Context: an optimization exercise on an open-source flow, tuned for small area, a short achievable clock period and few clock cycles. The choices shown serve that exercise and are no tape-out recipe.
At most, simulation tests tie the RTL to the original design; equivalence was not proved.
The RTL of runs 1, 3 and 4 was laid out without a check of its function.
Power is estimated from default activity; no workload was simulated.

==> design/flow/run.sh <==
#!/bin/bash
# synth_recipe.tcl (not shown) runs the flow's synth.tcl, then flattens the netlist and writes it again
# the make line also repeats each setting of config.mk as NAME=value (left out here)
make -C /OpenROAD-flow-scripts/flow DESIGN_CONFIG=/design/flow/config.mk WORK_HOME=/design/flow/orfs CLKGATE_MAP_FILE= SYNTH_SCRIPT=/design/flow/synth_recipe.tcl finish
==> design/flow/design.v <==
module lcdc (
    input  wire        clk,
    input  wire        rst,       
    input  wire        req,
    input  wire        we,
    input  wire [17:0] addr,
    input  wire [31:0] wdata,
    input  wire [3:0]  wstrb,
    output reg         rsp,
    output reg         rsp_err,
    output reg  [31:0] rdata
);
    localparam BUF_BYTES = 32;
    localparam NB        = 8 * BUF_BYTES;    
    localparam PAT_MAX   = 32;
    localparam OP_CONFIGURE     = 4'h1;
    localparam OP_DECODE_BYTES  = 4'h2;
    localparam OP_DECODE_BITS   = 4'h3;
    localparam OP_BYTES_TO_BITS = 4'h4;
    localparam OP_BITS_TO_BYTES = 4'h5;
    localparam OP_INT_TO_BITS   = 4'h6;
    localparam OP_BITS_TO_INT   = 4'h7;
    localparam E_CONFIG   = 3'h1;
    localparam E_ENCODING = 3'h2;
    localparam E_ILLEGAL  = 3'h3;
    localparam E_RANGE    = 3'h4;
    localparam E_NOTCFG   = 3'h5;
    localparam E_LOCKED   = 3'h6;
    reg [31:0] cmd_q;
    reg        busy, done, pad, cfg_valid;
    reg [2:0]  err_code;                  
    reg [31:0] in_len_q, in_nbits_q, arg_q, result_q;
    reg [8:0]  out_nbits_q;               
    reg [31:0] one_pat_q, zero_pat_q;
    reg [5:0]  one_len_q, zero_len_q;
    reg [NB-1:0] in_vec;
    reg [NB-1:0] out_vec;
    reg [8:0]  ecur;      
    reg [8:0]  rem;       
    reg [8:0]  k;         
    reg [2:0]  widx;      
    reg        sub;       
    reg        ph;        
    reg        s_hit_q;   
    reg [7:0]  ob;        
    reg [15:0] wr;        
    wire [3:0] op    = cmd_q[3:0];
    wire       inv   = cmd_q[4];
    wire       rev   = cmd_q[5];
    wire [5:0] width = cmd_q[13:8];
    wire err = err_code != 3'h0;
    wire [8:0] out_nb_p7 = out_nbits_q + 9'd7;
    wire [5:0] out_len = out_nb_p7[8:3];
    wire [1:0]  region = addr[17:16];
    wire [15:0] off    = addr[15:0];
    wire misaligned = addr[1:0] != 2'b00;
    wire hi_zero    = off[15:6] == 10'h0;
    wire is_reg     = region == 2'd0 && hi_zero && off[5:2] < 4'd14;
    wire is_in      = region == 2'd1 && hi_zero && !off[5];
    wire is_out     = region == 2'd2 && hi_zero && !off[5];
    wire mapped     = is_reg || is_in || is_out;
    wire [3:0] word = off[5:2];    
    wire reg_ro     = is_reg && (word == 4'd1 || word == 4'd5 || word == 4'd6 ||
                                 word == 4'd7 || word == 4'd12 || word == 4'd13);
    wire reg_lock   = is_reg && (word >= 4'd8 && word <= 4'd11);
    wire wr_bad = busy || wstrb != 4'hF || reg_ro || is_out || (reg_lock && cfg_valid);
    wire bad    = misaligned || !mapped || (we && wr_bad);
    wire wr_ok  = req && we && !bad;
    wire issue  = wr_ok && is_reg && word == 4'd0;
    reg [31:0] rd_val;
    always @(*) begin
        rd_val = 32'h0;
        if (is_reg) begin
            case (word)
                4'd0:  rd_val = cmd_q;
                4'd1:  rd_val = {20'h0, 1'b0, err_code, 3'b000, cfg_valid, pad, err, done, busy};
                4'd2:  rd_val = in_len_q;
                4'd3:  rd_val = in_nbits_q;
                4'd4:  rd_val = arg_q;
                4'd5:  rd_val = result_q;
                4'd6:  rd_val = {26'h0, out_len};
                4'd7:  rd_val = {23'h0, out_nbits_q};
                4'd8:  rd_val = one_pat_q;
                4'd9:  rd_val = {26'h0, one_len_q};
                4'd10: rd_val = zero_pat_q;
                4'd11: rd_val = {26'h0, zero_len_q};
                4'd12: rd_val = BUF_BYTES;
                4'd13: rd_val = PAT_MAX;
                default: rd_val = 32'h0;
            endcase
        end else if (is_in) begin
            rd_val = in_vec[NB-1-32*off[4:2] -: 32];
        end else if (is_out) begin
            rd_val = out_vec[NB-1-32*off[4:2] -: 32];
        end
    end
    always @(posedge clk) begin
        if (rst) begin
            rsp     <= 1'b0;
            rsp_err <= 1'b0;
            rdata   <= 32'h0;
        end else begin
            rsp     <= req;
            rsp_err <= req && bad;
            rdata   <= (req && !we && !bad) ? rd_val : 32'h0;
        end
    end
    genvar gw;
    generate
        for (gw = 0; gw < 8; gw = gw + 1) begin : g_in
            always @(posedge clk) begin
                if (wr_ok && is_in && off[4:2] == gw)
                    in_vec[NB-1-32*gw -: 32] <= wdata;
            end
        end
    endgenerate
    wire [31:0] lowmask_w = width[5] ? 32'hFFFF_FFFF : ~(32'hFFFF_FFFF << width[4:0]);
    reg        legal;
    reg [2:0]  chk_code;       
    always @(*) begin
        legal = 1'b0;
        if (cmd_q[7:6] == 2'b00 && cmd_q[31:14] == 18'h0) begin
            case (op)
                OP_CONFIGURE, OP_DECODE_BYTES, OP_DECODE_BITS,
                OP_BYTES_TO_BITS, OP_BITS_TO_BYTES:
                    legal = !inv && !rev && width == 6'd0;
                OP_INT_TO_BITS: legal = !inv && !rev;
                OP_BITS_TO_INT: legal = width == 6'd0;
                default:        legal = 1'b0;
            endcase
        end
        chk_code = 3'h0;
        if (!legal)
            chk_code = E_ILLEGAL;
        else begin
            case (op)
                OP_CONFIGURE:
                    if (cfg_valid)
                        chk_code = E_LOCKED;
                    else if (one_len_q == 6'd0 || one_len_q > PAT_MAX ||
                             zero_len_q == 6'd0 || zero_len_q > PAT_MAX)
                        chk_code = E_CONFIG;
                OP_DECODE_BYTES:
                    if (!cfg_valid)                chk_code = E_NOTCFG;
                    else if (in_len_q > BUF_BYTES) chk_code = E_RANGE;
                OP_DECODE_BITS:
                    if (!cfg_valid)                chk_code = E_NOTCFG;
                    else if (in_nbits_q > NB)      chk_code = E_RANGE;
                OP_BYTES_TO_BITS:
                    if (in_len_q > BUF_BYTES)      chk_code = E_RANGE;
                OP_BITS_TO_BYTES:
                    if (in_nbits_q > NB)           chk_code = E_RANGE;
                OP_BITS_TO_INT:
                    if (in_nbits_q > 32)           chk_code = E_RANGE;
                OP_INT_TO_BITS:
                    if ((arg_q & ~lowmask_w) != 32'h0)
                        chk_code = E_ENCODING;
                default: ;
            endcase
        end
    end
    wire is_dec  = op == OP_DECODE_BYTES || op == OP_DECODE_BITS;
    wire is_word = op == OP_BYTES_TO_BITS || op == OP_BITS_TO_BYTES || op == OP_INT_TO_BITS;
    reg  [8:0] n;
    always @(*) begin
        case (op)
            OP_DECODE_BYTES, OP_BYTES_TO_BITS: n = {in_len_q[5:0], 3'b000};
            OP_INT_TO_BITS:                    n = {3'b000, width};
            default:                           n = in_nbits_q[8:0];
        endcase
    end
    reg  [8:0] n_issue;
    always @(*) begin
        case (wdata[3:0])
            OP_DECODE_BYTES, OP_BYTES_TO_BITS: n_issue = {in_len_q[5:0], 3'b000};
            OP_INT_TO_BITS:                    n_issue = {3'b000, wdata[13:8]};
            default:                           n_issue = in_nbits_q[8:0];
        endcase
    end
    wire [255:0] src;    
    genvar gi;
    generate
        for (gi = 0; gi < 256; gi = gi + 1) begin : g_src
            if (gi < 32)
                assign src[gi] = (op == OP_INT_TO_BITS) ? arg_q[31-gi] : in_vec[NB-1-gi];
            else
                assign src[gi] = in_vec[NB-1-gi];
        end
    endgenerate
    wire [158:0] r7;
    wire [94:0]  r6;
    wire [62:0]  r5;
    wire [46:0]  r4;
    wire [38:0]  r3;
    wire [34:0]  r2;
    wire [32:0]  r1;
    wire [31:0]  win;
    generate
        for (gi = 0; gi < 159; gi = gi + 1) begin : g_r7
            assign r7[gi] = ecur[7] ? src[(gi + 128) % 256] : src[gi];
        end
        for (gi = 0; gi < 95; gi = gi + 1) begin : g_r6
            assign r6[gi] = ecur[6] ? r7[gi + 64] : r7[gi];
        end
        for (gi = 0; gi < 63; gi = gi + 1) begin : g_r5
            assign r5[gi] = ecur[5] ? r6[gi + 32] : r6[gi];
        end
        for (gi = 0; gi < 47; gi = gi + 1) begin : g_r4
            assign r4[gi] = ecur[4] ? r5[gi + 16] : r5[gi];
        end
        for (gi = 0; gi < 39; gi = gi + 1) begin : g_r3
            assign r3[gi] = ecur[3] ? r4[gi + 8] : r4[gi];
        end
        for (gi = 0; gi < 35; gi = gi + 1) begin : g_r2
            assign r2[gi] = ecur[2] ? r3[gi + 4] : r3[gi];
        end
        for (gi = 0; gi < 33; gi = gi + 1) begin : g_r1
            assign r1[gi] = ecur[1] ? r2[gi + 2] : r2[gi];
        end
        for (gi = 0; gi < 32; gi = gi + 1) begin : g_r0
            assign win[gi] = ecur[0] ? r1[gi + 1] : r1[gi];
        end
    endgenerate
    wire [31:0] wint;
    generate
        for (gi = 0; gi < 32; gi = gi + 1) begin : g_wint
            assign wint[31-gi] = win[gi];
        end
    endgenerate
    reg  [5:0]  lm_len;
    wire [31:0] lowmask = lm_len[5] ? 32'hFFFF_FFFF : ~(32'hFFFF_FFFF << lm_len[4:0]);
    wire       wlast = rem <= 9'd32;
    wire [5:0] hi = wlast ? rem[5:0] : 6'd32;
    wire [4:0] lo = (op == OP_INT_TO_BITS && widx == 3'd0 && width[5]) ? width[4:0] : 5'd0;
    wire [31:0] keep_hi = hi[5] ? 32'hFFFF_FFFF : ~(32'hFFFF_FFFF >> hi[4:0]);
    wire [31:0] keep_lo = 32'hFFFF_FFFF >> lo;
    wire [31:0] word_data = wint & keep_hi & keep_lo;
    reg [31:0] wrev;
    integer j;
    always @(*) begin
        for (j = 0; j < 32; j = j + 1)
            wrev[j] = wint[31-j];
    end
    wire [31:0] toint = ((rev ? wrev : wint) & lowmask) ^ (inv ? lowmask : 32'h0);
    wire fast = one_len_q <= 6'd4 && zero_len_q <= 6'd4;
    wire [5:0]  s_len  = sub ? zero_len_q : one_len_q;
    wire [31:0] s_pat  = sub ? zero_pat_q : one_pat_q;
    wire        s_hit  = {3'b000, s_len} <= rem && (((wint ^ s_pat) & lowmask) == 32'h0);
    always @(*) begin
        if (op == OP_BITS_TO_INT) lm_len = in_nbits_q[5:0];
        else                      lm_len = s_len;
    end
    wire [1:0] q1 = one_len_q[1:0] - 2'd1;      
    wire [1:0] q0 = zero_len_q[1:0] - 2'd1;
    reg  [15:0] vld;                             
    always @(*) begin
        for (j = 0; j < 16; j = j + 1)
            vld[j] = rem > j;
    end
    reg [3:0] p1, p0, m1, m0;
    always @(*) begin
        for (j = 0; j < 4; j = j + 1) begin
            p1[j] = one_pat_q[(q1 - j) & 2'h3];
            p0[j] = zero_pat_q[(q0 - j) & 2'h3];
            m1[j] = j <= q1;
            m0[j] = j <= q0;
        end
    end
    reg [12:0] pm1, pm0;
    integer x, b;
    always @(*) begin
        for (x = 0; x < 13; x = x + 1) begin
            pm1[x] = 1'b1;
            pm0[x] = 1'b1;
            for (b = 0; b < 4; b = b + 1) begin
                if (m1[b] && !(vld[x+b] && wr[x+b] == p1[b])) pm1[x] = 1'b0;
                if (m0[b] && !(vld[x+b] && wr[x+b] == p0[b])) pm0[x] = 1'b0;
            end
        end
    end
    function [3:0] soff(input integer s, input integer a, input [1:0] u1, input [1:0] u0);
        soff = a * u1 + (s - a) * u0;
    endfunction
    reg [4:0] alive [0:4];
    reg [3:0] obits;
    reg [3:0] okv;
    reg       h1, h0, t1, t0;
    integer s, a, o;
    always @(*) begin
        for (s = 0; s < 5; s = s + 1) alive[s] = 5'b0;
        alive[0][0] = 1'b1;
        obits = 4'b0;
        for (s = 0; s < 4; s = s + 1) begin
            for (a = 0; a <= s; a = a + 1) begin
                t1 = 1'b0;
                t0 = 1'b0;
                for (o = 0; o <= 3 * s; o = o + 1) begin
                    if (soff(s, a, q1, q0) == o) begin
                        t1 = pm1[s + o];
                        t0 = pm0[s + o];
                    end
                end
                h1 = t1;
                h0 = !t1 && t0;
                if (alive[s][a] && h1) begin
                    alive[s+1][a+1] = 1'b1;
                    obits[3-s] = 1'b1;
                end
                if (alive[s][a] && h0)
                    alive[s+1][a] = 1'b1;
            end
        end
        for (s = 0; s < 4; s = s + 1)
            okv[s] = alive[s+1] != 5'b0;
    end
    wire [1:0] cnt = okv[2] ? 2'd3 : okv[1] ? 2'd2 : okv[0] ? 2'd1 : 2'd0;    
    reg [4:0] adv;
    reg [8:0] f_ecur, f_rem;
    always @(*) begin
        adv    = 5'd0;
        f_ecur = 9'd0;
        f_rem  = 9'd0;
        for (a = 0; a < 5; a = a + 1) begin
            if (alive[4][a]) begin
                adv    = adv    | (5'd4 + {1'b0, soff(4, a, q1, q0)});
                f_ecur = f_ecur | (ecur + 9'd4 + {5'b0, soff(4, a, q1, q0)});
                f_rem  = f_rem  | (rem  - 9'd4 - {5'b0, soff(4, a, q1, q0)});
            end
        end
    end
    wire [31:0] cat = {win[31:16], wr};         
    wire [15:0] f_wr = cat >> adv;
    wire [7:0] ob_base = (k[2:0] == 3'd0) ? 8'h00 : ob;
    reg  [7:0] new_byte;
    always @(*) begin
        new_byte = ob_base;
        if (fast) begin
            if (k[2]) new_byte[3:0] = obits;
            else      new_byte[7:4] = obits;
        end else if (s_hit_q) begin
            new_byte[7 - k[2:0]] = !sub;
        end
    end
    wire        run_ok = busy && chk_code == 3'h0;
    wire        wr_en  = run_ok && ((is_dec && !k[8] && (fast || ph)) || is_word);
    wire [2:0]  wr_w   = is_dec ? k[7:5] : widx;
    wire [3:0]  wr_b   = is_dec ? (4'b1000 >> k[4:3]) : 4'b1111;
    wire [31:0] wr_d   = is_dec ? {4{new_byte}} : word_data;
    always @(posedge clk) begin
        if (wr_en) begin : w_out
            integer i, q;
            for (i = 0; i < 8; i = i + 1)
                for (q = 0; q < 4; q = q + 1)
                    if (wr_w == i[2:0] && wr_b[3-q])
                        out_vec[NB-1-32*i-8*q -: 8] <= wr_d[31-8*q -: 8];
        end
    end
    reg [8:0] ecur0;
    always @(*) begin
        case (wdata[3:0])
            OP_INT_TO_BITS: ecur0 = 9'd32 - {3'b000, wdata[13:8]};
            OP_BITS_TO_INT: ecur0 = wdata[5] ? 9'd0 : in_nbits_q[8:0] - 9'd32;
            OP_DECODE_BYTES, OP_DECODE_BITS:
                            ecur0 = fast ? 9'd0 : {3'b000, one_len_q} - 9'd32;
            default:        ecur0 = 9'd0;
        endcase
    end
    always @(posedge clk) begin
        if (issue) begin
            ecur <= ecur0;
            rem  <= n_issue;
            k    <= 9'd0;
            widx <= 3'd0;
            sub  <= 1'b0;
            ph   <= 1'b0;
            for (j = 0; j < 16; j = j + 1)
                wr[j] <= in_vec[NB-1-j];
        end else if (busy) begin
            if (is_word) begin
                ecur <= ecur + 9'd32;
                rem  <= rem - 9'd32;
                widx <= widx + 3'd1;
            end else if (fast) begin
                ecur <= f_ecur;
                rem  <= f_rem;
                wr   <= f_wr;
                k    <= k + 9'd4;
                ob   <= new_byte;
            end else if (!ph) begin
                s_hit_q <= s_hit;
                ph      <= 1'b1;
            end else begin
                ph <= 1'b0;
                ob <= new_byte;
                if (s_hit_q) begin
                    ecur <= ecur + {3'b000, one_len_q};
                    rem  <= rem - {3'b000, s_len};
                    k    <= k + 9'd1;
                    sub  <= 1'b0;
                end else begin
                    ecur <= ecur + {3'b000, zero_len_q} - {3'b000, one_len_q};
                    sub  <= 1'b1;
                end
            end
        end
    end
    always @(posedge clk) begin
        if (rst) begin
            cmd_q       <= 32'h0;
            busy        <= 1'b0;
            done        <= 1'b0;
            pad         <= 1'b0;
            cfg_valid   <= 1'b0;
            err_code    <= 3'h0;
            in_len_q    <= 32'h0;
            in_nbits_q  <= 32'h0;
            arg_q       <= 32'h0;
            result_q    <= 32'h0;
            out_nbits_q <= 9'h0;
            one_pat_q   <= 32'h0;
            zero_pat_q  <= 32'h0;
            one_len_q   <= 6'h0;
            zero_len_q  <= 6'h0;
        end else begin
            if (wr_ok && is_reg) begin
                case (word)
                    4'd2:  in_len_q   <= wdata;
                    4'd3:  in_nbits_q <= wdata;
                    4'd4:  arg_q      <= wdata;
                    4'd8:  one_pat_q  <= wdata;
                    4'd9:  one_len_q  <= wdata[5:0];
                    4'd10: zero_pat_q <= wdata;
                    4'd11: zero_len_q <= wdata[5:0];
                    default: ;
                endcase
            end
            if (issue) begin
                cmd_q    <= wdata;
                busy     <= 1'b1;
                done     <= 1'b0;
                pad      <= 1'b0;
                err_code <= 3'h0;
            end
            if (busy) begin
                if (chk_code != 3'h0) begin
                    err_code <= chk_code;
                    done     <= 1'b1;
                    busy     <= 1'b0;
                end else begin
                    case (op)
                        OP_CONFIGURE: begin
                            cfg_valid <= 1'b1;
                            done      <= 1'b1;
                            busy      <= 1'b0;
                        end
                        OP_BITS_TO_INT: begin
                            result_q <= toint;
                            done     <= 1'b1;
                            busy     <= 1'b0;
                        end
                        OP_BYTES_TO_BITS, OP_BITS_TO_BYTES, OP_INT_TO_BITS: begin
                            if (wlast) begin
                                out_nbits_q <= n;
                                pad         <= (op == OP_BITS_TO_BYTES) && n[2:0] != 3'd0;
                                done        <= 1'b1;
                                busy        <= 1'b0;
                            end
                        end
                        default: begin    
                            if (fast ? !okv[3] : (ph && sub && !s_hit_q)) begin
                                out_nbits_q <= fast ? {k[8:2], cnt} : k;
                                pad         <= (op == OP_DECODE_BYTES) &&
                                               (fast ? (cnt != 2'd0 || k[2]) : k[2:0] != 3'd0);
                                done        <= 1'b1;
                                busy        <= 1'b0;
                            end
                        end
                    endcase
                end
            end
        end
    end
endmodule
==> design/flow/constraint.sdc <==
create_clock -name core_clock -period 10.0 [get_ports {clk}]
set_input_delay 2.0000 -clock core_clock [delete_from_list [all_inputs] [get_ports {clk}]]
set_output_delay 2.0000 -clock core_clock [all_outputs]
set_load 0.01 [all_outputs]
==> design/flow/config.mk <==
export PLATFORM = sky130hd
export DESIGN_NAME = lcdc
export DESIGN_NICKNAME = lcdc
export VERILOG_FILES = /design/flow/design.v
export SDC_FILE = /design/flow/constraint.sdc
export NUM_CORES = 4
export LEC_CHECK = 0
export CAP_MARGIN = 20
export CORE_MARGIN = 2
export CORE_UTILIZATION = 40
export SETUP_SLACK_MARGIN = 4.5
export SLEW_MARGIN = 20
==> results of run 1 <==
==> worst paths after layout <==
kind | end | cells past startpoint
setup reg to reg | wr[10] | 18
hold reg to reg | result_q[7] | 2
setup / recovery | wr[10] | 18
hold / removal | result_q[7] | 2
==> logic make-up (layout without fill, tap and decap cells) <==
family | after synthesis | in the layout | share of synthesized area (%)
other cells | 0 | 5 | 0
simple gates | 1664 | 1669 | 14.0
mux | 601 | 601 | 15.7
buf+inv | 555 | 693 | 4.09
xor+xnor | 248 | 248 | 4.06
compound gates | 1399 | 1401 | 16.7
flops | 854 | 854 | 42.3
fa+ha+maj | 123 | 123 | 3.17
==> cell usage after synthesis, types with 11 or more instances <==
master    instances  area [µm²]
ha_1            102        1280
buf_2            38         190
inv_1           107         402
mux2_2           52         586
o31ai_1          14         105
buf_1            69         259
and3_1           20         125
a31oi_1          24         150
clkbuf_1        327        1230
dfxtp_1         300        6010
or2_2            17         106
o21ai_1          12        60.1
nor4_1           40         250
o211ai_1         36         270
mux2i_1         361        3610
a221oi_1         27         236
nor3_1           84         420
o21ai_0         260        1300
mux4_2          184        4140
xor2_1           90         788
nor2b_1          28         175
and2_1           39         244
a22o_1           14         123
a21o_1           38         285
a22oi_1         148        1110
xnor2_1         158        1380
a222oi_1         35         350
fa_1             21         420
edfxtp_1        554       16600
o221ai_1         15         131
a21oi_1         513        2570
nor3b_1          14         105
a211oi_1         29         218
nand2_1         731        2740
a41o_1           17         170
nand2b_1         19         119
nand4_1          29         181
nand3_1          99         495
or3_1            45         282
nor2_1          430        1610
o22ai_1          70         438
a221o_1          11         110
==> critical path, delay by kind of cell (launching register included) <==
family	cells	cell delay (ps)
AOI/OAI and AO/OA	11	2640
muxes	4	1420
DFF	1	870
buffers and inverters	3	520
==> final cells by class <==
type	instances	area (µm²)
Antenna cell	5	12.5
Clock buffer	124	2530
Clock inverter	47	583
Fill cell	12406	70400
Inverter	110	443
Multi-Input combinational cell	4042	30500
Sequential cell	854	22700
Tap cell	1768	2210
Timing Repair Buffer	411	3730
Timing Repair inverter	1	5.00
==> power groups by stage <==
stage          logic, mW  registers, mW  clock network [mW]
2_1_floorplan      0.204           3.81                   0
3_3_place_gp       0.407           3.81                   0
5_1_grt            0.432           3.73                3.73
6_report           0.422           3.73                3.56
3_5_place_dp       0.409           3.81                   0
4_1_cts            0.412           3.73                3.59
==> stage by stage <==
step | total power [mW] | hold slack, ps | std cells | setup WS [ps]
2_1_floorplan | 4.01 | 432 | 5444 | 4280
5_1_grt | 7.89 | 485 | 7358 | 4220
4_1_cts | 7.73 | 456 | 7296 | 4440
3_3_place_gp | 4.22 | 447 | 7003 | 2420
6_report | 7.72 | 457 | 7362 | 4260
3_5_place_dp | 4.22 | 449 | 7003 | 2310
==> sequential cells by signal, indices dropped and copies added, names as in the netlist, 9 cells and up <==
signal / count
in_vec: 256
result_q: 32
one_pat_q: 32
rdata: 32
out_nbits_q: 9
out_vec: 256
in_nbits_q: 32
arg_q: 32
rem: 9
in_len_q: 32
cmd_q: 32
zero_pat_q: 32
wr: 16
k: 9
==> routing by layer <==
| layer | vias up | routed length (µm) |
|---|---|---|
| met5 | - | 253 |
| met4 | 10 | 20500 |
| met3 | 773 | 26000 |
| met2 | 3133 | 104000 |
| met1 | 23874 | 89900 |
| li1 | 20499 | - |
==> what timing repair did <==
action / CTS / global route
resized for setup: 228 / 188
cloned: 6 / 4
buffers inserted: 116 / 56
setup endpoints to repair: 1004 / 669
pin swaps: 48 / 46
==> run summary, run 1 <==
Worst r2r src -> one_pat_q[1]
Worst-Margin Slew -> 1300 ps
CP Launch Point -> one_pat_q[1]
CP required -> 10450 ps
Sw power -> 1.83 mW
Max cap viols -> 0
CP endpoint kind -> register
GRT overflow -> 0
PortBufs -> 91
Fmax -> 174 MHz
Int Power -> 5.88 mW
Fin Clk Skew -> 40.9 ps
Clk buf depth -> 3
Clk sinks -> 854
Final worst-path cycle share -> 57.4%
Sw frac -> 23.8%
Row count -> 134
Drt via density -> 6.56
Root buf cell -> clkbuf_16
Worst skew pair latency -> 730 ps
Most frequent cells in the layout -> 721 x nand2_1, 554 x edfxtp_1, 500 x a21oi_1
Placer Congestion -> 1.03
Final Cell Area -> 62700 µm²
Vias in the first global route -> 45207
Final nets -> 5693
TritonRoute pass-1 iters -> 7
Critical path's largest stage delay -> 870 ps
Worst path arrival time -> 6190 ps
Comb pwr share -> 5.5%
Syn Std Cell Area -> 53600 µm²
Worst Path Max Fanout -> 9
Flop pwr share -> 48.4%
Met1 GRT Util -> 43.1%
ANT nets after route -> 0
Post-Synthesis Cells -> 5444
Cell Pwr Density -> 123 nW/µm²
Initial DRC count -> 6948
Clock-pin slew on the worst setup and hold paths -> 70 ps
Setup tns final -> 0 ps
Cell breakdown of the critical path -> mux4_2 -> mux2_4 -> a221o_1 -> a211oi_2 -> o211ai_1 -> buf_4 -> a221o_1 -> a31oi_1 -> o32ai_2 -> o211ai_1 -> a21boi_2 -> buf_6 -> a221o_4 -> buf_8 -> a32o_2 -> mux2_4 -> mux2_4 -> a221o_1
Sequential area share after synthesis -> 42.3%
TritonCTS Buffers -> 92
Min-delay src -> result_q[7]
Routed wire length -> 241000 µm
Status -> finished clean
Initial antenna violation count -> 11
YS warnings -> 2
Hold crit path type -> register to register
Met2 Resource Use GR -> 51.1%
Routed WL per cell -> 32.7 µm
Leakage power -> 21.5 nW
Slew HR -> 13.6%
Die ar. -> 137000 µm²
CORE AREA -> 133000 µm²
Final hold violations -> 0
Avg Inst Size Synth -> 9.84 µm²
Share of cells above drive strength 1 -> 18.9%
Unrepaired setup endpoints after global routing -> true
Synth cell types -> 116
Final critical-path required period -> 5740 ps
Peak supply drop -> 137 µV
Slew Viols, Final -> 0
Busiest grt layer -> met2
Crit path max-delay cell type -> dfxtp_1
# DRC -> 0
First-pass GRT wire length -> 338000 µm
Die X -> 370 µm
Met3 GRT Util -> 8.73%
DP Wirelength -> 166000 µm
Critical path startpoint category -> register
Reg2reg setup slack -> 4260 ps
Ys flop type -> edfxtp_1
Most common cell after layout, fill and taps aside -> nand2_1
I/O Pins -> 92
GRT Util Overall -> 34.1%
Clock power share -> 46.2%
Core Util, Final -> 47.1%
Final Setup Violations -> 0
CTS tree -> built
Hold buffers post-CTS -> 0
DR vias -> 48289
Number of enable flip-flop cells after synthesis -> 554
Seq cells post-synth -> 854
Asr flop ratio synth -> 0%
Pin count of the biggest net entering global routing -> 96
Syn-to-layout area delta -> 17.1%
Die height -> 370 µm
Placed instance area -> 56300 µm²
Post-Syn Nets -> 5625
CP Class -> register to register
Initial core utilization -> 40.2%
H-Tree Depth -> 3
==> run 2, diff against run 1 <==
--- a/design/flow/design.v
+++ b/design/flow/design.v
@@ -66,7 +66,7 @@
     wire wr_bad = busy || wstrb != 4'hF || reg_ro || is_out || (reg_lock && cfg_valid);
     wire bad    = misaligned || !mapped || (we && wr_bad);
     wire wr_ok  = req && we && !bad;
-    wire issue  = wr_ok && is_reg && word == 4'd0;
+    wire issue  = req && we && addr == 18'h0 && wstrb == 4'hF && !busy;
     reg [31:0] rd_val;
     always @(*) begin
         rd_val = 32'h0;
@@ -109,7 +109,8 @@
     generate
         for (gw = 0; gw < 8; gw = gw + 1) begin : g_in
             always @(posedge clk) begin
-                if (wr_ok && is_in && off[4:2] == gw)
+                if (req && we && !busy && wstrb == 4'hF && addr[17:5] == 13'h0800 &&
+                    addr[4:2] == gw && addr[1:0] == 2'b00)
                     in_vec[NB-1-32*gw -: 32] <= wdata;
             end
         end
@@ -242,7 +243,19 @@
             wrev[j] = wint[31-j];
     end
     wire [31:0] toint = ((rev ? wrev : wint) & lowmask) ^ (inv ? lowmask : 32'h0);
-    wire fast = one_len_q <= 6'd4 && zero_len_q <= 6'd4;
+    reg       fast;
+    reg [1:0] q1, q0;          
+    reg [3:0] p1, p0;          
+    always @(posedge clk) begin : g_cfg
+        integer t;
+        fast <= one_len_q <= 6'd4 && zero_len_q <= 6'd4;
+        q1   <= one_len_q[1:0] - 2'd1;
+        q0   <= zero_len_q[1:0] - 2'd1;
+        for (t = 0; t < 4; t = t + 1) begin
+            p1[t] <= one_pat_q[(one_len_q[1:0] - 2'd1 - t) & 2'h3];
+            p0[t] <= zero_pat_q[(zero_len_q[1:0] - 2'd1 - t) & 2'h3];
+        end
+    end
     wire [5:0]  s_len  = sub ? zero_len_q : one_len_q;
     wire [31:0] s_pat  = sub ? zero_pat_q : one_pat_q;
     wire        s_hit  = {3'b000, s_len} <= rem && (((wint ^ s_pat) & lowmask) == 32'h0);
@@ -250,18 +263,14 @@
         if (op == OP_BITS_TO_INT) lm_len = in_nbits_q[5:0];
         else                      lm_len = s_len;
     end
-    wire [1:0] q1 = one_len_q[1:0] - 2'd1;      
-    wire [1:0] q0 = zero_len_q[1:0] - 2'd1;
     reg  [15:0] vld;                             
     always @(*) begin
         for (j = 0; j < 16; j = j + 1)
             vld[j] = rem > j;
     end
-    reg [3:0] p1, p0, m1, m0;
+    reg [3:0] m1, m0;
     always @(*) begin
         for (j = 0; j < 4; j = j + 1) begin
-            p1[j] = one_pat_q[(q1 - j) & 2'h3];
-            p0[j] = zero_pat_q[(q0 - j) & 2'h3];
             m1[j] = j <= q1;
             m0[j] = j <= q0;
         end
--- a/design/flow/config.mk
+++ b/design/flow/config.mk
@@ -8,5 +8,5 @@
 export CAP_MARGIN = 20
 export CORE_MARGIN = 2
 export CORE_UTILIZATION = 40
-export SETUP_SLACK_MARGIN = 4.5
+export SETUP_SLACK_MARGIN = 5
 export SLEW_MARGIN = 20
==> run summary, run 2 <==
Asr flop ratio synth -> 0% (unchanged)
Share of the synthesized area in the top cell type -> 30.8% (was 31.1%)
Vias in the first global route -> 45537 (was 45207)
Pin count of the biggest net entering global routing -> 151 (was 96)
Setup tns final -> 0 ps (unchanged)
Synth cell types -> 116 (unchanged)
Fmax -> 179 MHz (was 174 MHz)
GRT overflow -> 0 (unchanged)
CORE AREA -> 134000 µm² (was 133000 µm²)
Sequential area share after synthesis -> 42.4% (was 42.3%)
Slew HR -> 19.6% (was 13.6%)
R2R cell count -> 23 (was 18)
H-Tree Depth -> 3 (unchanged)
Layout Cells excl Fill -> 7357 (was 7362)
CTS tree -> built (unchanged)
Final Setup Violations -> 0 (unchanged)
Synth top cells by count -> 705 x nand2_1, 554 x edfxtp_1, 526 x a21oi_1 (was 731 x nand2_1, 554 x edfxtp_1, 513 x a21oi_1)
Drt via density -> 6.66 (was 6.56)
Clk buf depth -> 3 (unchanged)
Reg2reg setup slack -> 4410 ps (was 4260 ps)
Met3 GRT Util -> 8.76% (was 8.73%)
Leakage power -> 22.1 nW (was 21.5 nW)
Initial DRC count -> 7803 (was 6948)
Final hold violations -> 0 (unchanged)
Area leader, netlist -> edfxtp_1 (unchanged)
Hold crit path type -> register to register (unchanged)
Initial antenna violation count -> 11 (unchanged)
# DRC -> 0 (unchanged)
Die ar. -> 138000 µm² (was 137000 µm²)
Hold buffers post-CTS -> 0 (unchanged)
Fin Clk Skew -> 45.9 ps (was 40.9 ps)
Unrepaired setup endpoints after global routing -> true (unchanged)
Max cap viols -> 0 (unchanged)
CP required -> 10470 ps (was 10450 ps)
Critical path startpoint category -> register (unchanged)
Hold Path Stages -> 2 (unchanged)
Most frequent cells in the layout -> 692 x nand2_1, 554 x edfxtp_1, 507 x a21oi_1 (was 721 x nand2_1, 554 x edfxtp_1, 500 x a21oi_1)
Post-Syn Nets -> 5571 (was 5625)
Avg Inst Size Synth -> 10.0 µm² (was 9.84 µm²)
Most common cell after layout, fill and taps aside -> nand2_1 (unchanged)
GRT Util Overall -> 35.1% (was 34.1%)
Cells after DPL -> 6977 (was 7003)
Hold Path End -> result_q[27] (was result_q[7])
Final critical-path required period -> 5590 ps (was 5740 ps)
Largest registers -> in_vec x256, out_vec x256 (unchanged)
Syn-to-layout area delta -> 18.7% (was 17.1%)
First-pass GRT wire length -> 347000 µm (was 338000 µm)
Row count -> 134 (unchanged)
CP Class -> register to register (unchanged)
DP Wirelength -> 175000 µm (was 166000 µm)
Peak supply drop -> 129 µV (was 137 µV)
Die height -> 372 µm (was 370 µm)
Slew Viols, Final -> 0 (unchanged)
DR vias -> 48989 (was 48289)
Number of enable flip-flop cells after synthesis -> 554 (unchanged)
Cell Pwr Density -> 121 nW/µm² (was 123 nW/µm²)
Most frequent cell after synthesis -> nand2_1 (unchanged)
Die X -> 372 µm (was 370 µm)
I/O Pins -> 92 (unchanged)
Worst skew pair latency -> 740 ps (was 730 ps)
Placer Congestion -> 1.04 (was 1.03)
CP endpoint kind -> register (unchanged)
Synth top area cells -> edfxtp_1 31%, dfxtp_1 12%, mux4_2 8.0% (was edfxtp_1 31%, dfxtp_1 11%, mux4_2 7.7%)
Worst r2r src -> rem[5] (was one_pat_q[1])
Final nets -> 5683 (was 5693)
R2r endpoint -> wr[1] (was wr[10])
PortBufs -> 91 (unchanged)
Clk sinks -> 867 (was 854)
Worst path arrival time -> 6060 ps (was 6190 ps)
Worst-Margin Slew -> 1200 ps (was 1300 ps)
Final worst-path cycle share -> 55.9% (was 57.4%)
Routed wire length -> 249000 µm (was 241000 µm)
Syn Std Cell Area -> 54000 µm² (was 53600 µm²)
Min-delay src -> result_q[27] (was result_q[7])
TritonCTS Buffers -> 97 (was 92)
Met1 GRT Util -> 46.4% (was 43.1%)
Seq cells post-synth -> 867 (was 854)
Worst Path Max Fanout -> 6 (was 9)
TritonRoute pass-1 iters -> 9 (was 7)
Met2 Resource Use GR -> 52.5% (was 51.1%)
Initial core utilization -> 40.4% (was 40.2%)
Ys flop type -> edfxtp_1 (unchanged)
Routed WL per cell -> 33.8 µm (was 32.7 µm)
Share of cells above drive strength 1 -> 20.8% (was 18.9%)
Clock-pin slew on the worst setup and hold paths -> 60 ps (was 70 ps)
YS warnings -> 2 (unchanged)
Status -> finished clean (unchanged)
Root buf cell -> clkbuf_16 (unchanged)
ANT nets after route -> 0 (unchanged)
Busiest grt layer -> met2 (unchanged)
Post-Synthesis Cells -> 5389 (was 5444)
run 2: layout make-up:
| type | count | area, µm² |
|---|---|---|
| antenna | 7 | 17.5 |
| clock buffer | 135 | 2670 |
| clock inverter | 45 | 403 |
| fill | 12379 | 69700 |
| inverter | 128 | 518 |
| multi-input combinational | 3960 | 31200 |
| sequential | 867 | 22900 |
| tap | 1768 | 2210 |
| timing repair buffer | 447 | 4150 |
run 2: timing repair:
action / 4_1_cts / 5_1_grt
gates cloned: 11 / 3
resized for setup: 373 / 170
hold endpoints to repair: 0 / 0
endpoints found under the setup margin: 828 / 595
pin swaps: 90 / 51
setup buffers: 143 / 36
run 2: cell families after synthesis:
group                      share of synthesized area [%]
AOI/OAI and AO/OA                                   17.6
xor gates and xnor gates                            4.07
adders and majority gates                           3.16
buffers and inverters                               4.21
DFF                                                 42.4
muxes                                               15.5
and+or+nand+nor                                     13.1
run 2: how the worst max path moves through the flow:
stage | start | to | slack (ps) | cells past startpoint
global route | rem[6] | wr[1] | 4250 | 23
finish | rem[5] | wr[1] | 4410 | 23
floorplan | addr[2] | arg_q[11] | 4950 | 17
CTS | rem[6] | wr[1] | 4540 | 21
global placement | rem[5] | wr[1] | 2680 | 18
detailed placement | rem[5] | wr[1] | 2680 | 18
run 2: routing by layer:
metal  wire (µm)  share of wire (%)
met4       16800                6.7
met1       95400                 38
met2      107000                 43
met5          80              0.032
met3       30000                 12
run 2: power by group:
group / switching, mW / internal (mW)
Clock: 1.60 / 1.98
Sequential: 0.00221 / 3.78
Combinational: 0.294 / 0.128
run 2: critical path, stage by stage, from the launching register on:
cell and delay, ps:
edfxtp_1 440, inv_4 110, ha_4 170, or3b_4 480, buf_6 160, nor2_4 210, nor3_4 80, or4_4 530
buf_4 200, a22oi_1 180, a211oi_1 140, nand2b_1 190, o31ai_4 100, buf_6 140, a21o_4 200, a222oi_1 330
buf_4 200, buf_6 150, buf_12 140, mux2i_2 300, mux2i_2 180, o211a_1 260, a2111oi_4 340, nor3_2 80
run 2: metrics by stage:
stage | utilization, % | instance area, µm² | setup WS [ps] | power [mW] | hold slack (ps)
floorplan | - | 54100 | 4950 | 4.05 | 431
global placement | 42.5 | 56800 | 2680 | 4.24 | 443
detailed placement | 42.5 | 56900 | 2680 | 4.24 | 450
CTS | 47.1 | 63000 | 4540 | 7.79 | 461
global route | 47.9 | 64100 | 4250 | 7.94 | 485
finish | 47.9 | 64100 | 4410 | 7.78 | 470
Testbench counts of run 2, summed over its fixed seeds: cycles 8,410.
==> run 3, diff against run 2 <==
--- a/design/flow/design.v
+++ b/design/flow/design.v
@@ -264,10 +264,6 @@
         else                      lm_len = s_len;
     end
     reg  [15:0] vld;                             
-    always @(*) begin
-        for (j = 0; j < 16; j = j + 1)
-            vld[j] = rem > j;
-    end
     reg [3:0] m1, m0;
     always @(*) begin
         for (j = 0; j < 4; j = j + 1) begin
@@ -323,22 +319,17 @@
             okv[s] = alive[s+1] != 5'b0;
     end
     wire [1:0] cnt = okv[2] ? 2'd3 : okv[1] ? 2'd2 : okv[0] ? 2'd1 : 2'd0;    
-    reg [4:0] adv;
-    reg [8:0] f_ecur, f_rem;
+    reg [3:0] adv4;      
     always @(*) begin
-        adv    = 5'd0;
-        f_ecur = 9'd0;
-        f_rem  = 9'd0;
-        for (a = 0; a < 5; a = a + 1) begin
-            if (alive[4][a]) begin
-                adv    = adv    | (5'd4 + {1'b0, soff(4, a, q1, q0)});
-                f_ecur = f_ecur | (ecur + 9'd4 + {5'b0, soff(4, a, q1, q0)});
-                f_rem  = f_rem  | (rem  - 9'd4 - {5'b0, soff(4, a, q1, q0)});
-            end
-        end
+        adv4 = 4'd0;
+        for (a = 0; a < 5; a = a + 1)
+            if (alive[4][a])
+                adv4 = adv4 | soff(4, a, q1, q0);
     end
+    wire [8:0] rem_adv = rem - 9'd4 - {5'b0, adv4};
     wire [31:0] cat = {win[31:16], wr};         
-    wire [15:0] f_wr = cat >> adv;
+    wire [27:0] cat4 = cat[31:4];
+    wire [15:0] f_wr = cat4 >> adv4;
     wire [7:0] ob_base = (k[2:0] == 3'd0) ? 8'h00 : ob;
     reg  [7:0] new_byte;
     always @(*) begin
@@ -382,16 +373,20 @@
             widx <= 3'd0;
             sub  <= 1'b0;
             ph   <= 1'b0;
-            for (j = 0; j < 16; j = j + 1)
-                wr[j] <= in_vec[NB-1-j];
+            for (j = 0; j < 16; j = j + 1) begin
+                wr[j]  <= in_vec[NB-1-j];
+                vld[j] <= n_issue > j;
+            end
         end else if (busy) begin
             if (is_word) begin
                 ecur <= ecur + 9'd32;
                 rem  <= rem - 9'd32;
                 widx <= widx + 3'd1;
             end else if (fast) begin
-                ecur <= f_ecur;
-                rem  <= f_rem;
+                ecur <= ecur + 9'd4 + {5'b0, adv4};
+                rem  <= rem_adv;
+                for (j = 0; j < 16; j = j + 1)
+                    vld[j] <= rem_adv > j;
                 wr   <= f_wr;
                 k    <= k + 9'd4;
                 ob   <= new_byte;
@@ -431,7 +426,8 @@
             one_len_q   <= 6'h0;
             zero_len_q  <= 6'h0;
         end else begin
-            if (wr_ok && is_reg) begin
+            if (req && we && !busy && wstrb == 4'hF && addr[17:6] == 12'h0 &&
+                addr[1:0] == 2'b00 && !(word[3] && cfg_valid)) begin
                 case (word)
                     4'd2:  in_len_q   <= wdata;
                     4'd3:  in_nbits_q <= wdata;
--- a/design/flow/config.mk
+++ b/design/flow/config.mk
@@ -8,5 +8,6 @@
 export CAP_MARGIN = 20
 export CORE_MARGIN = 2
 export CORE_UTILIZATION = 40
+export CTS_BUF_LIST = sky130_fd_sc_hd__clkbuf_4 sky130_fd_sc_hd__clkbuf_8
 export SETUP_SLACK_MARGIN = 5
 export SLEW_MARGIN = 20
==> run summary, run 3 <==
I/O Pins -> 92 (unchanged)
Row count -> 134 (unchanged)
Clock power share -> 45.4% (was 46.0%)
Sw frac -> 25.3% (was 24.3%)
Ys flop type -> edfxtp_1 (unchanged)
CP required -> 10620 ps (was 10470 ps)
Initial DRC count -> 8364 (was 7803)
TritonCTS Buffers -> 155 (was 97)
Syn-to-layout area delta -> 18.4% (was 18.7%)
Final hold violations -> 0 (unchanged)
Setup ws final -> 4400 ps (was 4410 ps)
Share of cells above drive strength 1 -> 19.7% (was 20.8%)
Fin Hold WS -> 454 ps (was 470 ps)
Routed wire length -> 257000 µm (was 249000 µm)
Placer Congestion -> 1.06 (was 1.04)
Initial core utilization -> 40.2% (was 40.4%)
GRT Util Overall -> 36.2% (was 35.1%)
Max cap viols -> 0 (unchanged)
PortBufs -> 91 (unchanged)
Reg2reg setup slack -> 4400 ps (was 4410 ps)
Critical path startpoint category -> register (unchanged)
Die height -> 370 µm (was 372 µm)
Worst skew pair latency -> 950 ps (was 740 ps)
Slew Viols, Final -> 0 (unchanged)
Root buf cell -> clkbuf_8 (was clkbuf_16)
Number of enable flip-flop cells after synthesis -> 570 (was 554)
R2R cell count -> 27 (was 23)
TritonRoute pass-1 iters -> 8 (was 9)
Sequential area share after synthesis -> 43.6% (was 42.4%)
Final nets -> 5864 (was 5683)
Slew HR -> 17.4% (was 19.6%)
Asr flop ratio synth -> 0% (unchanged)
CTS tree -> built (unchanged)
Worst path arrival time -> 6220 ps (was 6060 ps)
Unrepaired setup endpoints after global routing -> true (unchanged)
Clock-pin slew on the worst setup and hold paths -> 60 ps (about the same)
R2r endpoint -> vld[2] (was wr[1])
Die ar. -> 137000 µm² (was 138000 µm²)
H-Tree Depth -> 4 (was 3)
Min-delay src -> result_q[8] (was result_q[27])
Synth top cells by count -> 777 x nand2_1, 580 x a21oi_1, 570 x edfxtp_1 (was 705 x nand2_1, 554 x edfxtp_1, 526 x a21oi_1)
Setup tns final -> 0 ps (unchanged)
Final critical-path required period -> 5600 ps (was 5590 ps)
Clk sinks -> 883 (was 867)
Status -> finished clean (unchanged)
Number of fill cells -> 12426 (was 12379)
Share of the synthesized area in the top cell type -> 31.9% (was 30.8%)
Flop pwr share -> 48.9% (was 48.6%)
Sw power -> 1.99 mW (was 1.89 mW)
Pin count of the biggest net entering global routing -> 115 (was 151)
Largest registers -> in_vec x256, out_vec x256 (unchanged)
Vias in the first global route -> 46551 (was 45537)
Hold buffers post-CTS -> 0 (unchanged)
Worst Path Max Fanout -> 17 (was 6)
Drt via density -> 6.67 (was 6.66)
CORE AREA -> 133000 µm² (was 134000 µm²)
Post-Syn Nets -> 5719 (was 5571)
Seq cells post-synth -> 883 (was 867)
Leakage power -> 22.5 nW (was 22.1 nW)
Comb pwr share -> 5.7% (was 5.4%)
ANT nets after route -> 0 (unchanged)
Peak supply drop -> 124 µV (was 129 µV)
Post-Synthesis Cells -> 5568 (was 5389)
Final Setup Violations -> 0 (unchanged)
Synth cell types -> 116 (unchanged)
Routed WL per cell -> 33.8 µm (about the same)
Cell Pwr Density -> 124 nW/µm² (was 121 nW/µm²)
Setup WS pre-CTS -> 3000 ps (was 2680 ps)
Int Power -> 5.89 mW (about the same)
# DRC -> 0 (unchanged)
CP endpoint kind -> register (unchanged)
Clk buf depth -> 3 (unchanged)
DR vias -> 50845 (was 48989)
DP Wirelength -> 177000 µm (was 175000 µm)
Synth top area cells -> edfxtp_1 32%, dfxtp_1 12%, mux2i_1 6.3% (was edfxtp_1 31%, dfxtp_1 12%, mux4_2 8.0%)
Fmax -> 178 MHz (was 179 MHz)
Hold Path Stages -> 2 (unchanged)
YS warnings -> 2 (unchanged)
Die X -> 370 µm (was 372 µm)
Avg Inst Size Synth -> 9.63 µm² (was 10.0 µm²)
Most common cell after layout, fill and taps aside -> nand2_1 (unchanged)
Hold Path End -> result_q[8] (was result_q[27])
Syn Std Cell Area -> 53600 µm² (was 54000 µm²)
Most frequent cells in the layout -> 766 x nand2_1, 570 x edfxtp_1, 542 x a21oi_1 (was 692 x nand2_1, 554 x edfxtp_1, 507 x a21oi_1)
Final worst-path cycle share -> 56.0% (was 55.9%)
Worst r2r src -> q0[1] (was rem[5])
Initial antenna violation count -> 28 (was 11)
Worst-Margin Slew -> 1230 ps (was 1200 ps)
Hold crit path type -> register to register (unchanged)
First-pass GRT wire length -> 355000 µm (was 347000 µm)
Fin Clk Skew -> 77.3 ps (was 45.9 ps)
Area leader, netlist -> edfxtp_1 (unchanged)
Most frequent cell after synthesis -> nand2_1 (unchanged)
GRT overflow -> 0 (unchanged)
Core Util, Final -> 47.6% (was 47.9%)
CP Class -> register to register (unchanged)
Final Power -> 7.88 mW (was 7.78 mW)
==> run 3: cell types whose count changed after synthesis, sizes merged, moves of 25 or more <==
cell / delta
mux4: -94
nand2: +72
a21oi: +55
xor2: -48
buf: +42
nand3b: +39
nor2: +37
nor4: +27
nor3: +25
==> run 3: worst max-delay path, stage by stage, from the launching register on <==
cell	delay (ps)
dfxtp_4	400
buf_4	160
ha_4	180
clkinv_8	100
a21oi_1	80
nor4_4	490
buf_4	200
a221oi_1	70
or4b_4	580
a2111oi_4	340
buf_4	180
nor2_4	40
o211ai_1	170
buf_4	160
buf_12	100
ha_4	200
inv_4	60
ha_4	190
a21o_1	180
a21oi_2	140
nor2b_1	70
nor3_2	220
xnor2_1	120
nor4_2	290
nand2_2	120
or2_4	320
nor2_4	110
a22oi_2	80
==> run 3: power by group through the flow <==
stage | clock network [mW] | registers, mW | logic (mW)
6_report | 3.58 | 3.85 | 0.450
4_1_cts | 3.60 | 3.85 | 0.415
3_3_place_gp | 0 | 3.93 | 0.400
5_1_grt | 3.75 | 3.85 | 0.454
3_5_place_dp | 0 | 3.93 | 0.402
2_1_floorplan | 0 | 3.93 | 0.193
==> run 3: per-stage QoR <==
stage	cell area, µm²	std cells
2_1_floorplan	54000	5568
3_3_place_gp	56100	7089
3_5_place_dp	56200	7089
4_1_cts	61900	7513
5_1_grt	63500	7609
6_report	63500	7619
==> run 3: area by class of cell <==
| cell class | instances | area, µm² | share of cell area, % |
|---|---|---|---|
| Sequential cell | 883 | 23400 | 36.9 |
| Inverter | 120 | 531 | 0.835 |
| Tap cell | 1768 | 2210 | 3.48 |
| Clock buffer | 226 | 2760 | 4.35 |
| Clock inverter | 55 | 490 | 0.772 |
| Timing Repair Buffer | 455 | 4390 | 6.91 |
| Multi-Input combinational cell | 4098 | 29700 | 46.7 |
| Antenna cell | 14 | 35.0 | 0.0552 |
==> run 3: cell families after synthesis <==
group | after synthesis | synth area share (%)
AOI/OAI and AO/OA | 1566 | 19.1
xor gates and xnor gates | 220 | 3.66
adders and majority gates | 94 | 2.37
buffers and inverters | 588 | 4.75
DFF | 883 | 43.6
muxes | 501 | 11.8
and+or+nand+nor | 1716 | 14.7
==> run 3: how the worst max path moves through the flow <==
stage                     startpoint      to  slack (ps)  cells after the start
after floorplan                q1[0]  vld[2]        4670                     25
after global placement         q1[0]  vld[1]        3070                     24
after detailed placement       q1[0]  vld[1]        3000                     24
after CTS                      q0[0]  vld[2]        4420                     30
after global routing           q1[0]  vld[2]        4140                     29
final                          q0[1]  vld[2]        4400                     27
==> run 3: layer usage <==
layer / part of all wire (%) / vias to the layer above / GRT usage (%)
met5: 0.13 / - / 1.19
met4: 8.4 / 22 / 25.7
met3: 13 / 900 / 11.0
met2: 41 / 3958 / 51.5
met1: 37 / 24841 / 46.5
li1: - / 21124 / -
==> run 3: what timing repair did <==
action                     in CTS  in global routing
setup buffers                 136                 87
setup endpoints to repair     616                427
resized for setup             254                162
pin swaps                      82                 92
gates cloned                    7                  4
==> run 4, diff against run 3 <==
--- a/design/flow/design.v
+++ b/design/flow/design.v
@@ -115,51 +115,58 @@
             end
         end
     endgenerate
-    wire [31:0] lowmask_w = width[5] ? 32'hFFFF_FFFF : ~(32'hFFFF_FFFF << width[4:0]);
+    wire [5:0]  c_width   = wdata[13:8];
+    wire [3:0]  c_op      = wdata[3:0];
+    wire        c_inv     = wdata[4];
+    wire        c_rev     = wdata[5];
+    wire [31:0] lowmask_w = c_width[5] ? 32'hFFFF_FFFF : ~(32'hFFFF_FFFF << c_width[4:0]);
     reg        legal;
-    reg [2:0]  chk_code;       
+    reg [2:0]  chk_issue;      
     always @(*) begin
         legal = 1'b0;
-        if (cmd_q[7:6] == 2'b00 && cmd_q[31:14] == 18'h0) begin
-            case (op)
+        if (wdata[7:6] == 2'b00 && wdata[31:14] == 18'h0) begin
+            case (c_op)
                 OP_CONFIGURE, OP_DECODE_BYTES, OP_DECODE_BITS,
                 OP_BYTES_TO_BITS, OP_BITS_TO_BYTES:
-                    legal = !inv && !rev && width == 6'd0;
-                OP_INT_TO_BITS: legal = !inv && !rev;
-                OP_BITS_TO_INT: legal = width == 6'd0;
+                    legal = !c_inv && !c_rev && c_width == 6'd0;
+                OP_INT_TO_BITS: legal = !c_inv && !c_rev;
+                OP_BITS_TO_INT: legal = c_width == 6'd0;
                 default:        legal = 1'b0;
             endcase
         end
-        chk_code = 3'h0;
+        chk_issue = 3'h0;
         if (!legal)
-            chk_code = E_ILLEGAL;
+            chk_issue = E_ILLEGAL;
         else begin
-            case (op)
+            case (c_op)
                 OP_CONFIGURE:
                     if (cfg_valid)
-                        chk_code = E_LOCKED;
+                        chk_issue = E_LOCKED;
                     else if (one_len_q == 6'd0 || one_len_q > PAT_MAX ||
                              zero_len_q == 6'd0 || zero_len_q > PAT_MAX)
-                        chk_code = E_CONFIG;
+                        chk_issue = E_CONFIG;
                 OP_DECODE_BYTES:
-                    if (!cfg_valid)                chk_code = E_NOTCFG;
-                    else if (in_len_q > BUF_BYTES) chk_code = E_RANGE;
+                    if (!cfg_valid)                chk_issue = E_NOTCFG;
+                    else if (in_len_q > BUF_BYTES) chk_issue = E_RANGE;
                 OP_DECODE_BITS:
-                    if (!cfg_valid)                chk_code = E_NOTCFG;
-                    else if (in_nbits_q > NB)      chk_code = E_RANGE;
+                    if (!cfg_valid)                chk_issue = E_NOTCFG;
+                    else if (in_nbits_q > NB)      chk_issue = E_RANGE;
                 OP_BYTES_TO_BITS:
-                    if (in_len_q > BUF_BYTES)      chk_code = E_RANGE;
+                    if (in_len_q > BUF_BYTES)      chk_issue = E_RANGE;
                 OP_BITS_TO_BYTES:
-                    if (in_nbits_q > NB)           chk_code = E_RANGE;
+                    if (in_nbits_q > NB)           chk_issue = E_RANGE;
                 OP_BITS_TO_INT:
-                    if (in_nbits_q > 32)           chk_code = E_RANGE;
+                    if (in_nbits_q > 32)           chk_issue = E_RANGE;
                 OP_INT_TO_BITS:
                     if ((arg_q & ~lowmask_w) != 32'h0)
-                        chk_code = E_ENCODING;
+                        chk_issue = E_ENCODING;
                 default: ;
             endcase
         end
     end
+    reg [2:0]  chk_code;
+    always @(posedge clk)
+        if (issue) chk_code <= chk_issue;
     wire is_dec  = op == OP_DECODE_BYTES || op == OP_DECODE_BITS;
     wire is_word = op == OP_BYTES_TO_BITS || op == OP_BITS_TO_BYTES || op == OP_INT_TO_BITS;
     reg  [8:0] n;
@@ -243,14 +250,27 @@
             wrev[j] = wint[31-j];
     end
     wire [31:0] toint = ((rev ? wrev : wint) & lowmask) ^ (inv ? lowmask : 32'h0);
+    function [3:0] soff(input integer s, input integer a, input [1:0] u1, input [1:0] u0);
+        soff = a * u1 + (s - a) * u0;
+    endfunction
     reg       fast;
     reg [1:0] q1, q0;          
     reg [3:0] p1, p0;          
+    reg [2:0] so2_1;           
+    reg [3:0] so3_0, so3_1, so3_2, so3_3;    
+    reg [3:0] so4_1, so4_3;                  
     always @(posedge clk) begin : g_cfg
         integer t;
         fast <= one_len_q <= 6'd4 && zero_len_q <= 6'd4;
         q1   <= one_len_q[1:0] - 2'd1;
         q0   <= zero_len_q[1:0] - 2'd1;
+        so2_1 <= soff(2, 1, one_len_q[1:0] - 2'd1, zero_len_q[1:0] - 2'd1);
+        so3_0 <= soff(3, 0, one_len_q[1:0] - 2'd1, zero_len_q[1:0] - 2'd1);
+        so3_1 <= soff(3, 1, one_len_q[1:0] - 2'd1, zero_len_q[1:0] - 2'd1);
+        so3_2 <= soff(3, 2, one_len_q[1:0] - 2'd1, zero_len_q[1:0] - 2'd1);
+        so3_3 <= soff(3, 3, one_len_q[1:0] - 2'd1, zero_len_q[1:0] - 2'd1);
+        so4_1 <= soff(4, 1, one_len_q[1:0] - 2'd1, zero_len_q[1:0] - 2'd1);
+        so4_3 <= soff(4, 3, one_len_q[1:0] - 2'd1, zero_len_q[1:0] - 2'd1);
         for (t = 0; t < 4; t = t + 1) begin
             p1[t] <= one_pat_q[(one_len_q[1:0] - 2'd1 - t) & 2'h3];
             p0[t] <= zero_pat_q[(zero_len_q[1:0] - 2'd1 - t) & 2'h3];
@@ -283,8 +303,24 @@
             end
         end
     end
-    function [3:0] soff(input integer s, input integer a, input [1:0] u1, input [1:0] u0);
-        soff = a * u1 + (s - a) * u0;
+    function [3:0] rsoff(input integer s, input integer a);
+        case (s * 8 + a)
+            8:  rsoff = {2'b00, q0};
+            9:  rsoff = {2'b00, q1};
+            16: rsoff = {1'b0, q0, 1'b0};
+            17: rsoff = {1'b0, so2_1};
+            18: rsoff = {1'b0, q1, 1'b0};
+            24: rsoff = so3_0;
+            25: rsoff = so3_1;
+            26: rsoff = so3_2;
+            27: rsoff = so3_3;
+            32: rsoff = {q0, 2'b00};
+            33: rsoff = so4_1;
+            34: rsoff = {so2_1, 1'b0};
+            35: rsoff = so4_3;
+            36: rsoff = {q1, 2'b00};
+            default: rsoff = 4'd0;
+        endcase
     endfunction
     reg [4:0] alive [0:4];
     reg [3:0] obits;
@@ -300,7 +336,7 @@
                 t1 = 1'b0;
                 t0 = 1'b0;
                 for (o = 0; o <= 3 * s; o = o + 1) begin
-                    if (soff(s, a, q1, q0) == o) begin
+                    if (rsoff(s, a) == o) begin
                         t1 = pm1[s + o];
                         t0 = pm0[s + o];
                     end
@@ -319,14 +355,23 @@
             okv[s] = alive[s+1] != 5'b0;
     end
     wire [1:0] cnt = okv[2] ? 2'd3 : okv[1] ? 2'd2 : okv[0] ? 2'd1 : 2'd0;    
-    reg [3:0] adv4;      
-    always @(*) begin
-        adv4 = 4'd0;
-        for (a = 0; a < 5; a = a + 1)
-            if (alive[4][a])
-                adv4 = adv4 | soff(4, a, q1, q0);
+    reg [3:0]  adv4;      
+    reg [8:0]  f_ecur, f_rem, ra;
+    reg [15:0] f_vld;
+    always @(*) begin
+        adv4   = 4'd0;
+        f_ecur = 9'd0;
+        f_rem  = 9'd0;
+        f_vld  = 16'd0;
+        for (a = 0; a < 5; a = a + 1) begin
+            ra = rem - 9'd4 - {5'b0, rsoff(4, a)};
+            if (alive[4][a]) begin
+                adv4   = adv4 | rsoff(4, a);
+                f_ecur = f_ecur | (ecur + 9'd4 + {5'b0, rsoff(4, a)});
+                f_rem  = f_rem | ra;
+            end
+        end
     end
-    wire [8:0] rem_adv = rem - 9'd4 - {5'b0, adv4};
     wire [31:0] cat = {win[31:16], wr};         
     wire [27:0] cat4 = cat[31:4];
     wire [15:0] f_wr = cat4 >> adv4;
@@ -383,10 +428,10 @@
                 rem  <= rem - 9'd32;
                 widx <= widx + 3'd1;
             end else if (fast) begin
-                ecur <= ecur + 9'd4 + {5'b0, adv4};
-                rem  <= rem_adv;
+                ecur <= f_ecur;
+                rem  <= f_rem;
                 for (j = 0; j < 16; j = j + 1)
-                    vld[j] <= rem_adv > j;
+                    vld[j] <= f_rem > j;
                 wr   <= f_wr;
                 k    <= k + 9'd4;
                 ob   <= new_byte;
==> run summary, run 4 <==
Fmax -> 191 MHz (was 178 MHz)
Crit path max-delay cell type -> a22oi_1 (was or4b_4)
Layout Cells excl Fill -> 8035 (was 7619)
First-pass GRT wire length -> 353000 µm (was 355000 µm)
Final nets -> 6176 (was 5864)
Final worst-path cycle share -> 52.4% (was 56.0%)
GRT overflow -> 0 (unchanged)
Pin count of the biggest net entering global routing -> 90 (was 115)
GRT Util Overall -> 33.0% (was 36.2%)
Die X -> 382 µm (was 370 µm)
Cells after DPL -> 7668 (was 7089)
Final Setup Violations -> 0 (unchanged)
Vias in the first global route -> 49262 (was 46551)
I/O Pins -> 92 (unchanged)
Routed WL per cell -> 31.2 µm (was 33.8 µm)
Hold Path Stages -> 2 (unchanged)
Min-delay src -> cmd_q[19] (was result_q[8])
Cell Pwr Density -> 127 nW/µm² (was 124 nW/µm²)
CP required -> 10760 ps (was 10620 ps)
Avg Inst Size Synth -> 9.46 µm² (was 9.63 µm²)
Largest registers -> in_vec x256, out_vec x256 (unchanged)
Routed wire length -> 250000 µm (was 257000 µm)
Initial DRC count -> 8326 (was 8364)
Initial antenna violation count -> 14 (was 28)
Cell breakdown of the critical path -> clkdlybuf4s50_1 -> inv_1 -> ha_4 -> buf_4 -> mux4_2 -> nand2_1 -> o21ai_0 -> a22oi_1 -> o22ai_1 -> a21oi_1 -> nor2_1
H-Tree Depth -> 4 (unchanged)
Hold crit path type -> register to register (unchanged)
DR vias -> 52760 (was 50845)
# DRC -> 0 (unchanged)
Root buf cell -> clkbuf_8 (unchanged)
Worst skew pair latency -> 980 ps (was 950 ps)
Placer Congestion -> 1.06 (about the same)
Setup tns final -> 0 ps (unchanged)
Row count -> 138 (was 134)
CORE AREA -> 142000 µm² (was 133000 µm²)
Asr flop ratio synth -> 0% (unchanged)
Peak supply drop -> 146 µV (was 124 µV)
Unrepaired setup endpoints after global routing -> true (unchanged)
Share of the synthesized area in the top cell type -> 30.1% (was 31.9%)
ANT nets after route -> 0 (unchanged)
Syn-to-layout area delta -> 12.6% (was 18.4%)
Initial core utilization -> 40.3% (was 40.2%)
Number of enable flip-flop cells after synthesis -> 573 (was 570)
Syn Std Cell Area -> 57100 µm² (was 53600 µm²)
TritonRoute pass-1 iters -> 9 (was 8)
Drt via density -> 6.57 (was 6.67)
Fin Clk Skew -> 92.7 ps (was 77.3 ps)
Die ar. -> 146000 µm² (was 137000 µm²)
Most frequent cell after synthesis -> nand2_1 (unchanged)
TritonCTS Buffers -> 158 (was 155)
Clk buf depth -> 3 (unchanged)
Share of cells above drive strength 1 -> 14.4% (was 19.7%)
CTS tree -> built (unchanged)
Critical path startpoint category -> input port (was register)
Worst r2r src -> ecur[7] (was q0[1])
Leakage power -> 22.3 nW (was 22.5 nW)
YS warnings -> 2 (unchanged)
R2R cell count -> 15 (was 27)
Seq cells post-synth -> 907 (was 883)
Critical path's largest stage delay -> 910 ps (was 580 ps)
Hold Path End -> cmd_q[19] (was result_q[8])
Slew HR -> 17.1% (was 17.4%)
Worst Path Max Fanout -> 28 (was 17)
Final Power -> 8.13 mW (was 7.88 mW)
R2r endpoint -> wr[6] (was vld[2])
Final critical-path required period -> 5240 ps (was 5600 ps)
Final hold violations -> 0 (unchanged)
Number of fill cells -> 13525 (was 12426)
CP Class -> input port to register (was register to register)
Max cap viols -> 0 (unchanged)
Worst-Margin Slew -> 1240 ps (was 1230 ps)
CP endpoint kind -> register (unchanged)
Synth top cells by count -> 820 x nand2_1, 609 x a21oi_1, 573 x edfxtp_1 (was 777 x nand2_1, 580 x a21oi_1, 570 x edfxtp_1)
Most frequent cells in the layout -> 814 x nand2_1, 603 x a21oi_1, 573 x edfxtp_1 (was 766 x nand2_1, 570 x edfxtp_1, 542 x a21oi_1)
Sequential area share after synthesis -> 41.8% (was 43.6%)
Ys flop type -> edfxtp_1 (unchanged)
Synth top area cells -> edfxtp_1 30%, dfxtp_1 12%, mux2i_1 5.6% (was edfxtp_1 32%, dfxtp_1 12%, mux2i_1 6.3%)
Most common cell after layout, fill and taps aside -> nand2_1 (unchanged)
Synth cell types -> 125 (was 116)
Core Util, Final -> 45.4% (was 47.6%)
Post-Syn Nets -> 6198 (was 5719)
Status -> finished clean (unchanged)
PortBufs -> 91 (unchanged)
Area leader, netlist -> edfxtp_1 (unchanged)
Fin Hold WS -> 453 ps (was 454 ps)
Clock-pin slew on the worst setup and hold paths -> 60 ps (about the same)
Reg2reg setup slack -> 5050 ps (was 4400 ps)
Die height -> 382 µm (was 370 µm)
Slew Viols, Final -> 0 (unchanged)
Post-Synthesis Cells -> 6035 (was 5568)
Clk sinks -> 907 (was 883)
Worst path arrival time -> 6000 ps (was 6220 ps)
DP Wirelength -> 172000 µm (was 177000 µm)
run 4: cell count changes in the layout (fill, tap and decap cells not counted), moves of 27 or more:
cell and delta:
a22oi_1 +42, nand3_1 +33, dfxtp_1 +27, nor2_1 +88, nor2_4 -37, a211oi_1 +39, buf_4 -112, nand2_1 +48
o21ai_0 +74, xnor2_1 +37, o211ai_1 +28, a21oi_1 +61
run 4: cell type report:
cell class                 count  area, µm²  area share (%)
antenna                        4       10.0          0.0156
clock buffer                 229       2780            4.33
clock inverter                59        611           0.950
inverter                     135        522           0.812
multi-input combinational   4512      31200            48.6
sequential                   907      23900            37.2
tap                         1890       2360            3.68
timing repair buffer         299       2850            4.43
run 4: worst max path at each step:
stage                        start       end  slack, ps  cells past startpoint
after floorplan            addr[2]    vld[0]       4970                     12
after global placement    addr[10]    rem[1]       3350                     11
after detailed placement  addr[10]    rem[2]       3300                     11
after CTS                  ecur[7]   s_hit_q       4980                     16
after global routing       addr[3]  rdata[8]       4830                     12
final                      addr[3]  rdata[8]       4760                     11
run 4: cells by family (layout without fill, tap and decap cells):
family	after synthesis	after routing	synth area share [%]
flops	907	907	41.8
simple gates	1893	1894	15.4
other cells	0	4	0
mux	506	506	11.4
compound gates	1750	1752	20.0
buf+inv	619	722	4.77
fa+ha+maj	106	106	2.59
xor+xnor	254	254	3.94
run 4: routing by layer:
layer,global-route usage (%),up-vias,part of all wire [%]
li1,-,22559,-
met1,42.2,25740,38
met2,49.3,3637,43
met3,10.1,814,13
met4,18.6,10,6.7
met5,0,-,0.025
run 4: repair_timing:
item,4_1_cts,5_1_grt
hold buffers,0,0
pin swaps,9,15
gates resized for setup,75,73
cloned,4,3
endpoints found under the setup margin,332,127
buffers inserted,16,52
run 4: where the power goes:
part | switching [mW] | total (mW) | internal, mW | leakage (nW)
registers | 0.000131 | 3.95 | 3.95 | 7.84
logic | 0.328 | 0.459 | 0.130 | 12.7
clock network | 1.73 | 3.72 | 1.99 | 1.80
total | 2.06 | 8.13 | 6.07 | 22.3
run 4: worst max-delay path: cells and delay by family:
kind | cells | cell delay [ps]
AO/OA/AOI/OAI | 4 | 1430
adder cells (fa/ha/maj) | 1 | 640
buffers and inverters | 3 | 1290
multiplexers | 1 | 380
AND/OR/NAND/NOR | 2 | 150
run 4: per-stage QoR:
| stage | cell area [µm²] | setup WS (ps) |
|---|---|---|
| after floorplan | 57100 | 4970 |
| after global placement | 59400 | 3350 |
| after detailed placement | 59400 | 3300 |
| after CTS | 63400 | 4980 |
| after global routing | 64300 | 4830 |
| final | 64300 | 4760 |

port drivers added, routing unchanged:
Ports are ideal in the flow. The routed layouts listed here were re-timed in OpenROAD. Step 1 sets driving cells, clkbuf_16 on the clock port and buf_2 on the other inputs (assumed; they add their load-dependent delay and slew). Step 2 also shifts input and output timing later by t, the mid clock arrival at the registers, as if the neighbouring blocks saw the same clock. Three values: ideal ports, drivers, drivers and shift; two values: the first two.
run	t (ns)	slack for setup (ns)	worst setup path after step 2
run 1	0.784	4.257 / 4.257 / 3.748	input to register
run 2	0.791	4.410 / 4.410 / 4.087	input to register
run 3	0.993	4.397 / 4.397 / 3.879	input to register
run 4	1.016	4.756 / 4.794 / 3.778	input to register
After both steps every run listed still meets setup and hold. The setup slack of run 4, which loses most, moves by +0.038 ns with the drivers and by -0.978 ns with both steps.
